This design comes from an exercise in tuning for small area, a short achievable clock period and few clock cycles per item on the open sky130 flow, not from production work.
In this exercise RTL edits were held to simulation tests only and were not proved equivalent to the original.

==> design.v <==
module lsc_mapper (
    input  wire        clk,
    input  wire        rst,
    input  wire        in_valid,
    output wire        in_ready,
    input  wire        in_imm,
    input  wire        in_mtrunc,
    input  wire [15:0] in_value,
    input  wire [15:0] in_rmin,
    input  wire [15:0] in_rmax,
    output wire        out_valid,
    input  wire        out_ready,
    output wire [7:0]  out_angle,
    output wire [31:0] out_lux
);
    function [16:0] dstep;       
        input [16:0] top;
        input [15:0] den;
        reg   [17:0] t;
        begin
            t = {1'b0, top} - {2'b0, den};
            dstep = t[17] ? {1'b0, top[15:0]} : {1'b1, t[15:0]};
        end
    endfunction
    function [41:0] csa21;
        input [20:0] a, b, c;
        csa21 = {((a & b) | (a & c) | (b & c)) << 1, a ^ b ^ c};
    endfunction
    reg        k_valid;              
    reg        rdy;                  
    wire       adv = ~k_valid;       
    assign in_ready = rdy;
    reg        v0;
    reg        imm0, trunc0;
    reg [15:0] val0, rmin0, rmax0;
    function [1:0] add3;         
        input [1:0] a, b;
        case ({a, b})
            4'b0000: add3 = 2'd0; 4'b0001: add3 = 2'd1; 4'b0010: add3 = 2'd2;
            4'b0100: add3 = 2'd1; 4'b0101: add3 = 2'd2; 4'b0110: add3 = 2'd0;
            4'b1000: add3 = 2'd2; 4'b1001: add3 = 2'd0; 4'b1010: add3 = 2'd1;
            default: add3 = 2'd0;
        endcase
    endfunction
    function [1:0] dig3;         
        input [1:0] d;
        dig3 = {d[1] & ~d[0], d[0] & ~d[1]};
    endfunction
    function [1:0] pair3;        
        input [3:0] x;
        pair3 = add3(dig3(x[1:0]), dig3(x[3:2]));
    endfunction
    wire [1:0] vm3 = add3(add3(pair3(val0[3:0]),  pair3(val0[7:4])),
                          add3(pair3(val0[11:8]), pair3(val0[15:12])));
    reg  [2:0] m;
    always @(*) begin
        case ({val0[0], vm3})
            3'b000: m = 3'd0; 3'b001: m = 3'd2; 3'b010: m = 3'd4;
            3'b100: m = 3'd3; 3'b101: m = 3'd5; 3'b110: m = 3'd1;
            default: m = 3'd0;
        endcase
    end
    wire [20:0] vv  = {5'd0, val0};
    wire [20:0] rr  = {5'd0, rmin0};
    wire [20:0] vi  = imm0 ? vv : 21'd0;
    wire [20:0] mt  = trunc0 ? {18'h3FFFF, ~m} : 21'd0;           
    wire [20:0] kc  = {19'd0, 1'b1, trunc0};                        
    wire [41:0] ya  = csa21(vv, vv << 2, vi);
    wire [41:0] yb  = csa21(~(rr << 1), ~(rr << 2), kc);
    wire [41:0] yc  = csa21(ya[20:0], ya[41:21], yb[20:0]);
    wire [41:0] yd  = csa21(yc[20:0], yc[41:21], yb[41:21]);
    wire [41:0] ye  = csa21(yd[20:0], yd[41:21], mt);
    wire [20:0] y_s1 = ye[20:0] + ye[41:21];
    wire [15:0] d_s1 = rmax0 - rmin0;
    reg        v1;
    reg [20:0] y1;
    reg [15:0] d1, val1;
    wire [23:0] n_s2 = {y1[18:0], 5'd0} - {4'd0, y1[18:0], 1'b0};    
    wire        ovf_s2 = (n_s2[23:8] >= d1);                         
    wire [16:0] s7   = dstep(n_s2[23:7], d1);
    reg        v2, neg2, ovf2;
    reg [22:0] r2;               
    reg        q2;
    reg [15:0] d2, val2;
    wire [16:0] s6 = dstep(r2[22:6], d2);
    wire [16:0] s5 = dstep({s6[15:0], r2[5]}, d2);
    reg        v3, neg3, ovf3;
    reg [20:0] r3;
    reg [2:0]  q3;
    reg [15:0] d3, val3;
    wire [16:0] s4 = dstep(r3[20:4], d3);
    wire [16:0] s3 = dstep({s4[15:0], r3[3]}, d3);
    reg        v4, neg4, ovf4;
    reg [18:0] r4;
    reg [4:0]  q4;
    reg [15:0] d4, val4;
    wire [16:0] s2 = dstep(r4[18:2], d4);
    wire [16:0] s1 = dstep({s2[15:0], r4[1]}, d4);
    wire        sat_s5 = ovf4 | ({q4, s2[16]} >= 6'd45);      
    wire [18:0] x5_s5  = {3'd0, val4} + {1'b0, val4, 2'b00};
    reg        v5, neg5, sat5;
    reg [16:0] r5;
    reg [6:0]  q5;
    reg [15:0] d5;
    reg [18:0] x5_5;
    wire [16:0] s0 = dstep(r5[16:0], d5);
    wire [7:0]  ang_s6 = neg5 ? 8'd0 : sat5 ? 8'd180 : {q5, s0[16]};
    wire [18:0] lq = x5_5 / 19'd3;
    wire [18:0] lr = x5_5 % 19'd3;
    reg        o_valid;
    reg [7:0]  o_angle;
    reg [16:0] o_lux;
    reg [1:0]  o_r;
    reg [7:0]  k_angle;
    reg [16:0] k_lux;
    reg [1:0]  k_r;
    wire o_free = ~o_valid | out_ready;
    always @(posedge clk) begin
        if (rst) begin
            v0 <= 1'b0; v1 <= 1'b0; v2 <= 1'b0; v3 <= 1'b0; v4 <= 1'b0; v5 <= 1'b0;
            o_valid <= 1'b0;
            k_valid <= 1'b0;
            rdy     <= 1'b1;
        end else begin
            if (adv) begin
                v0 <= in_valid;
                v1 <= v0;
                v2 <= v1;
                v3 <= v2;
                v4 <= v3;
                v5 <= v4;
            end
            if (k_valid) begin
                if (out_ready) begin
                    o_valid <= 1'b1;
                    k_valid <= 1'b0;
                    rdy     <= 1'b1;
                end
            end else if (o_free) begin
                o_valid <= v5;
            end else if (v5) begin
                k_valid <= 1'b1;
                rdy     <= 1'b0;
            end
        end
        if (adv) begin
            imm0   <= in_imm;
            trunc0 <= ~in_imm & in_mtrunc;
            val0   <= in_value;
            rmin0  <= in_rmin;
            rmax0  <= in_rmax;
            y1   <= y_s1;
            d1   <= d_s1;
            val1 <= val0;
            r2   <= {s7[15:0], n_s2[6:0]};
            q2   <= s7[16];
            neg2 <= y1[20];
            ovf2 <= ovf_s2;
            d2   <= d1;
            val2 <= val1;
            r3   <= {s5[15:0], r2[4:0]};
            q3   <= {q2, s6[16], s5[16]};
            neg3 <= neg2;
            ovf3 <= ovf2;
            d3   <= d2;
            val3 <= val2;
            r4   <= {s3[15:0], r3[2:0]};
            q4   <= {q3, s4[16], s3[16]};
            neg4 <= neg3;
            ovf4 <= ovf3;
            d4   <= d3;
            val4 <= val3;
            r5   <= {s1[15:0], r4[0]};
            q5   <= {q4, s2[16], s1[16]};
            neg5 <= neg4;
            sat5 <= sat_s5;
            d5   <= d4;
            x5_5 <= x5_s5;
        end
        if (k_valid) begin
            if (out_ready) begin
                o_angle <= k_angle;
                o_lux   <= k_lux;
                o_r     <= k_r;
            end
        end else if (o_free) begin
            o_angle <= ang_s6;
            o_lux   <= lq[16:0];
            o_r     <= lr[1:0];
        end else begin
            k_angle <= ang_s6;
            k_lux   <= lq[16:0];
            k_r     <= lr[1:0];
        end
    end
    assign out_valid = o_valid;
    assign out_angle = o_angle;
    assign out_lux = {o_lux,
                      o_r[1], o_r[0], o_r[1], o_r[0], o_r[1], o_r[0], o_r[1], o_r[0],
                      o_r[1], o_r[0], o_r[1], o_r[0], o_r[1], o_r[0], o_r[1]};
endmodule
==> run.sh <==
#!/bin/bash
# synth_recipe.tcl (not shown) runs the flow's synth.tcl, then flattens the netlist and writes it again
# the make line also repeats each setting of config.mk as NAME=value (left out here)
make -C /OpenROAD-flow-scripts/flow DESIGN_CONFIG=/design/flow/config.mk WORK_HOME=/design/flow/orfs CLKGATE_MAP_FILE= SYNTH_SCRIPT=/design/flow/synth_recipe.tcl finish
==> config.mk <==
export PLATFORM = sky130hd
export DESIGN_NAME = lsc_mapper
export DESIGN_NICKNAME = lsc_mapper
export VERILOG_FILES = /design/flow/design.v
export SDC_FILE = /design/flow/constraint.sdc
export NUM_CORES = 4
export LEC_CHECK = 0
export ABC_AREA = 1
export CAP_MARGIN = 20
export CORE_MARGIN = 2
export CORE_UTILIZATION = 40
export SLEW_MARGIN = 20
==> constraint.sdc <==
create_clock -name core_clock -period 22.0 [get_ports {clk}]
set_input_delay 4.4000 -clock core_clock [delete_from_list [all_inputs] [get_ports {clk}]]
set_output_delay 4.4000 -clock core_clock [all_outputs]
set_load 0.01 [all_outputs]
==> flow_metrics.env <==
export IMPL_path_delay_family="compound AO/OA/AOI/OAI gates"
export IMPL_cp_max_fo=32
export IMPL_max_freq_ghz=0.1328
export IMPL_cts_buffers=44
export IMPL_htreeDepth=2
export IMPL_hold_class="reg -> reg"
export IMPL_grt_pass1_wl_microns=73540
export IMPL_finalClockSkew_ps=12.77
export IMPL_stdcell_count=3299
export IMPL_async_reset_ff_share_pct=0
export IMPL_die_area_sq_mm=0.06344
export IMPL_wl_per_cell_microns=13.20
export IMPL_dp_slack_ps=14410
export IMPL_placed_cell_area_sq_mm=0.02639
export IMPL_rows=90
export IMPL_cts_num_sinks=396
export IMPL_finalMaxSlewViolations=0
export IMPL_synth_flop_cell="edfxtp_1"
export IMPL_fin_setup_tns_ps=0
export IMPL_die_y_microns=251.9
export IMPL_portBuffers=95
export IMPL_dp_cells=3221
export IMPL_crit_path_top_delay_cell="inv_1"
export IMPL_setup_viol_count_final=0
export IMPL_drtIter0Drc=610
export IMPL_synth_warnings=1
export IMPL_postSynthCellCount=2378
export IMPL_core_area_sq_mm=0.06058
export IMPL_route_detailed_drc=0
export IMPL_syn_avg_cell_area_sq_um=10.33
export IMPL_worstSkewPairLatency_ps=570
export IMPL_worst_pin_slew_ps=1076
export IMPL_synth_seq_area_share_pct=48.02
export IMPL_initial_utilization_pct=40.57
export IMPL_critPathCaptureType="register"
export IMPL_ys_ff_latch=396
export IMPL_final_util_pct=46.02
export IMPL_critPathRequiredTime_ps=22280
export IMPL_final_setup_worst_slack_ps=14470
export IMPL_place_congestion=0.8197
export IMPL_critPathLaunchType="register"
export IMPL_synthesis_nets=2743
export IMPL_rsz0062_at_grt="false"
export IMPL_timing_final_crit_share_pct=34.23
export IMPL_grt_max_degree=153
export IMPL_antenna_found_initial=1
export IMPL_drive_gt1_share_pct=6.320
export IMPL_area_growth_pct=13.44
export IMPL_clk_path_buf_depth=3
export IMPL_cts_root_buf="clkbuf_16"
export IMPL_cp_arrival_ps=7810
export IMPL_dp_hpwl_microns=33970
export IMPL_firstDrtPassIters=5
export IMPL_drt_total_wl_microns=43550
export IMPL_slew_headroom_pct=28.30
export IMPL_synthesis_area_sq_mm=0.02458
export IMPL_crit_type="reg -> reg"
export IMPL_fin_area_sq_mm=0.02788
export IMPL_cts_repair_resized=0
export IMPL_cts_tree="yes"
export IMPL_finalCriticalPeriod_ps=7531
export IMPL_run_status="complete, no violations"
export IMPL_clk_pin_slew_ps=60
export IMPL_grt_ovfl_total=0
export IMPL_top_level_ports=96
export IMPL_num_vias=15680
export IMPL_nFillCells=5528
export IMPL_crit_top_cell="a21oi_1"
export IMPL_track_usage_pct=14.05
export IMPL_grt_pass1_vias=16060
export IMPL_postCtsSetupBuffers=0
export IMPL_vias_per_cell=4.754
export IMPL_ys_types=49
export IMPL_hold_buffers=0
export IMPL_hold_viol_final=0
export IMPL_cap_viol_max_count=0
export IMPL_critical_path_buf_inv_count=6
export IMPL_chipWidth_microns=251.9
export IMPL_antenna_left=0
export IMPL_slowest_delay_ps=550
export IMPL_synth_edf_count=387
export IMPL_nets=2850
routing by layer:
layer | up-vias | part of all wire [%] | track usage (%)
li1 | 8240 | - | -
met1 | 7211 | 44 | 16.61
met2 | 156 | 50 | 25.68
met3 | 75 | 3.1 | 2.559
met4 | 0 | 2.9 | 4.615
met5 | - | 0 | 0
kinds of logic after synthesis:
group | count (synthesis) | share of synthesized area [%]
xor+xnor | 171 | 6.094
buf+inv | 443 | 6.965
flops | 396 | 48.02
fa+ha+maj | 311 | 17.57
simple gates | 586 | 10.32
mux | 5 | 0.2189
compound gates | 466 | 10.80
path summary, 6_finish.rpt:
path	from	cells past startpoint	slack (ps)	endpoint
worst max register to register	d3[1]	44	14470	r4[7]
worst min register to register	ovf3	0	420	ovf4
worst max-delay path	d3[1]	44	14470	r4[7]
worst min-delay path	ovf3	0	420	ovf4
worst reg2reg max path: cells and delay by family, from the launching register on:
family | cells | cell delay [ps]
compound gates | 22 | 3460
fa+ha+maj | 2 | 610
buf+inv | 6 | 1120
flops | 1 | 440
mux | 1 | 410
simple gates | 13 | 1220
flip-flops by register name (all words and copies together) (netlist names), 17 cells and up:
name   flops
k_lux     17
r3        20
r2        22
r4        18
y1        20
x5_5      19
o_lux     17
layout make-up:
class / count / area, sq um / share of cell area [%]
clock inverter: 27 / 366.6 / 1.315
inverter: 399 / 1505 / 5.399
antenna: 1 / 2.502 / 0.008976
tap: 782 / 978.4 / 3.510
multi-input combinational: 1539 / 11070 / 39.72
sequential: 396 / 11800 / 42.33
clock buffer: 50 / 1124 / 4.030
timing repair buffer: 105 / 1026 / 3.680
cells in the mapped netlist (2+ instances only):
| cell type | instances | area [sq um] |
|---|---|---|
| buf_4 | 13 | 97.59 |
| clkbuf_1 | 30 | 112.6 |
| xnor2_1 | 35 | 306.5 |
| dfxtp_1 | 9 | 180.2 |
| o21ai_0 | 141 | 705.7 |
| ha_1 | 254 | 3178 |
| nand3_2 | 8 | 80.08 |
| nor3_1 | 5 | 25.02 |
| o221ai_1 | 3 | 26.28 |
| o21ai_2 | 12 | 105.1 |
| inv_2 | 7 | 26.28 |
| fa_1 | 57 | 1141 |
| nand2_1 | 293 | 1100 |
| and2_1 | 16 | 100.1 |
| o21ai_1 | 2 | 10.01 |
| nand4_2 | 2 | 25.02 |
| o211ai_1 | 4 | 30.03 |
| a211oi_1 | 2 | 15.01 |
| nand2_4 | 2 | 22.52 |
| nor2_2 | 4 | 25.02 |
| edfxtp_1 | 387 | 11620 |
| a31oi_1 | 18 | 112.6 |
| nand2_2 | 30 | 187.7 |
| a21o_1 | 6 | 45.04 |
| xor2_1 | 136 | 1191 |
| o21bai_1 | 50 | 375.4 |
| mux2_2 | 3 | 33.78 |
| or2_2 | 4 | 25.02 |
| clkinv_1 | 2 | 7.510 |
| nand3b_1 | 8 | 60.06 |
| o21a_1 | 9 | 67.56 |
| nand4_1 | 5 | 31.28 |
| nor2_1 | 158 | 593.1 |
| inv_1 | 390 | 1464 |
| o21bai_2 | 5 | 56.30 |
| mux2i_1 | 2 | 20.02 |
| nand3_1 | 49 | 245.2 |
| a21oi_1 | 206 | 1031 |
stage by stage:
step / hold slack (ps)
floorplan: 400.3
global placement: 401.7
detailed placement: 404.5
CTS: 411.5
global route: 417.2
finish: 415.0
cells in the final DEF (no fill, tap or decap), types with 4 or more instances in the layout:
| master | n |
|---|---|
| clkinvlp_4 | 4 |
| o21a_1 | 9 |
| o21bai_1 | 50 |
| a31oi_1 | 18 |
| nand2_1 | 293 |
| inv_2 | 7 |
| bufinv_16 | 8 |
| buf_4 | 10 |
| clkinv_2 | 5 |
| nand3b_1 | 8 |
| nand2_2 | 30 |
| xnor2_1 | 35 |
| nor3_1 | 4 |
| ha_1 | 254 |
| clkbuf_1 | 6 |
| inv_1 | 390 |
| xor2_1 | 136 |
| dfxtp_1 | 9 |
| nand3_1 | 49 |
| or2_2 | 4 |
| nand3_2 | 8 |
| nor2_2 | 5 |
| a21o_1 | 6 |
| fa_1 | 57 |
| and2_1 | 16 |
| clkdlybuf4s50_1 | 95 |
| o21ai_0 | 140 |
| o211ai_1 | 4 |
| a21oi_1 | 206 |
| clkinv_1 | 8 |
| nor2_1 | 157 |
| o21ai_2 | 13 |
| o21bai_2 | 5 |
| edfxtp_1 | 387 |
| clkbuf_16 | 44 |
| nand4_1 | 5 |
Testbench counts, summed over its fixed seeds: cycles 2,104, items 2,048.

-- afterwards: timing with drivers on the ports --
The results above use ideal ports. As a check the final layout listed here was re-extracted and re-timed, cells and wires unchanged. Step 1 (the two cells are an assumption about what drives the block):
set clk [get_ports {clk}]
set_driving_cell -lib_cell sky130_fd_sc_hd__clkbuf_16 $clk
set_driving_cell -lib_cell sky130_fd_sc_hd__buf_2 [delete_from_list [all_inputs] $clk]
Step 2 times the ports against the registers' clock, not the clock port: input delays grow and output delays shrink by t, the midpoint of the rising clock arrivals with the driver on. Slacks: no drivers / after step 1 / after step 2; pairs: no drivers / after step 1.
t (ns): 0.615
setup slack, ns: 14.469 / 14.469 / 14.469
worst setup path at the end: register to register
pins driven straight from the clock port: 1
After both steps setup and hold are still met in this run. The setup slack of this run moves by 0.000 ns with the drivers and by 0.000 ns with both steps.
